Background: an optimization exercise with open tools, aiming at small area, a short achievable clock period and few clock cycles. Do not read the settings as production practice. Only simulation tests tie the RTL to the original design; equivalence was not proved.

== main ==
==> flow/design.v (excerpt) <==
module msdenc (
    input  wire        clk,
    input  wire        rst,
    input  wire        host_valid,
    output wire        host_ready,
    input  wire        host_write,
    input  wire        host_arr,
    input  wire [2:0]  host_id,
    input  wire [7:0]  host_idx,
    input  wire [63:0] host_wdata,
    output reg         rd_valid,
    output reg  [63:0] rd_data
);
    localparam [7:0] OP_ENCBITS  = 8'h01;
    localparam [7:0] OP_ENCWIDE  = 8'h02;
    localparam [7:0] OP_ALNUM    = 8'h03;
    localparam [7:0] OP_ENCMSD   = 8'h10;
    localparam [7:0] OP_ENCERA   = 8'h11;
    localparam [7:0] OP_MAPDIAG  = 8'h20;
    localparam [7:0] OP_MAPCRASH = 8'h21;
    localparam [1:0] ST_OK      = 2'd0;
    localparam [1:0] ST_FAIL    = 2'd1;
    localparam [1:0] ST_ERR_CMD = 2'd2;
    localparam [1:0] ST_ERR_ARG = 2'd3;
    localparam [5:0] C_NONE     = 6'h00;
    localparam [5:0] C_VERSION  = 6'h01;
    localparam [5:0] C_VTYPE    = 6'h02;
    localparam [5:0] C_VIN      = 6'h03;
    localparam [5:0] C_LAT      = 6'h05;
    localparam [5:0] C_LON      = 6'h06;
    localparam [5:0] C_DIR      = 6'h07;
    localparam [5:0] C_N1_DLAT  = 6'h08;
    localparam [5:0] C_N1_DLON  = 6'h09;
    localparam [5:0] C_N2_DLAT  = 6'h0A;
    localparam [5:0] C_N2_DLON  = 6'h0B;
    localparam [5:0] C_LENGTH   = 6'h0C;
    localparam [5:0] C_BAD_LEN  = 6'h10;
    localparam [5:0] C_OFS_OVF  = 6'h11;
    localparam [5:0] C_BAD_OP   = 6'h20;
    localparam [5:0] C_RESERVED = 6'h21;
    localparam [3:0] PH_HDR   = 4'd0;
    localparam [3:0] PH_OID   = 4'd1;
    localparam [3:0] PH_DLEN  = 4'd2;
    localparam [3:0] PH_DATA  = 4'd3;
  ...
Settings: LEC_CHECK=0, CAP_MARGIN=20, CELL_PAD_IN_SITES_DETAIL_PLACEMENT=1, CELL_PAD_IN_SITES_GLOBAL_PLACEMENT=2, CORE_MARGIN=2, CORE_UTILIZATION=38, CTS_BUF_LIST=sky130_fd_sc_hd__clkbuf_8, PLACE_DENSITY=0.5, SETUP_SLACK_MARGIN=5, SLEW_MARGIN=20; clock period 10.0 ns.
run.sh (not shown) runs the stock make flow with config.mk's settings and CLKGATE_MAP_FILE= SYNTH_SCRIPT=/design/flow/synth_recipe.tcl, a recipe that flattens the netlist after the stock synthesis.
Testbench counts of main, summed over its fixed seeds: cycles 17,486.
diff inputs: main => the feature branch
# main
export LEC_CHECK = 0
export CAP_MARGIN = 20
export CELL_PAD_IN_SITES_DETAIL_PLACEMENT = 1
export CELL_PAD_IN_SITES_GLOBAL_PLACEMENT = 2
export CORE_MARGIN = 2
export CORE_UTILIZATION = 38
export CTS_BUF_LIST = sky130_fd_sc_hd__clkbuf_8
export PLACE_DENSITY = 0.5
export SETUP_SLACK_MARGIN = 5
export SLEW_MARGIN = 20
create_clock -name core_clock -period 10.0 [get_ports {clk}]
# the feature branch
export LEC_CHECK = 0
export CAP_MARGIN = 20
export CELL_PAD_IN_SITES_DETAIL_PLACEMENT = 1
export CELL_PAD_IN_SITES_GLOBAL_PLACEMENT = 2
export CORE_MARGIN = 2
export CORE_UTILIZATION = 38
export CTS_BUF_LIST = sky130_fd_sc_hd__clkbuf_16
export CTS_CLUSTER_DIAMETER = 60
export CTS_CLUSTER_SIZE = 30
export PLACE_DENSITY = 0.5
export SETUP_SLACK_MARGIN = 5
export SLEW_MARGIN = 20
create_clock -name core_clock -period 10.0 [get_ports {clk}]
==> comparison <==
- | buffering overhead | the feature branch vs main | 0.65 points higher |
- Cmp the feature branch vs main: clock network latency to the later pin of the worst-skew pair lower in the feature branch
- Number of search-and-repair iterations in the first detailed-routing pass was higher in main than in the feature branch.
- Higher delay of the slowest cell on the worst path among main and the feature branch: the feature branch
- The met2 routed wirelength on main is in line with that on the feature branch.
- From main to the feature branch the numbers moved as follows: final worst setup slack higher; fraction of synthesized cell area in xor and xnor cells held steady.
- Diff main..the feature branch | synthesized net count | unchanged
- The feature branch: non-filler instance count after layout is about 2.6% lower than what main reported.
- For the feature branch, the endpoint of the most critical setup path was p_data[61], unlike main, where it was rd_data[6].

## afterwards: timing with drivers on the ports
The results above use ideal ports. As a check the final layouts listed here were re-extracted and re-timed, cells and wires unchanged. Step 1 assumes that a clkbuf_16 drives the clock port and a buf_2 every other input. Step 2 moves the port delays by t, midway between the first and last clock arrival at a register: inputs arrive t later, outputs are due t later. That takes back most of the time a late clock gives input paths. Three values: no drivers, after step 1, after step 2; two values: the first two.
| run | t (ns) | slack for setup (ns) | worst hold slack (ns) | worst setup path at the end |
|---|---|---|---|---|
| main | 1.541 | 4.488 / 4.456 / 2.916 | 0.431 / 0.431 / 0.431 | input to register |
| the feature branch | 1.291 | 4.663 / 4.636 / 3.345 | 0.427 / 0.427 / 0.427 | input to register |
After both steps every run listed still meets setup and hold. For main, which loses most, drivers alone change the setup slack by -0.032 ns; drivers and shift together by -1.572 ns.
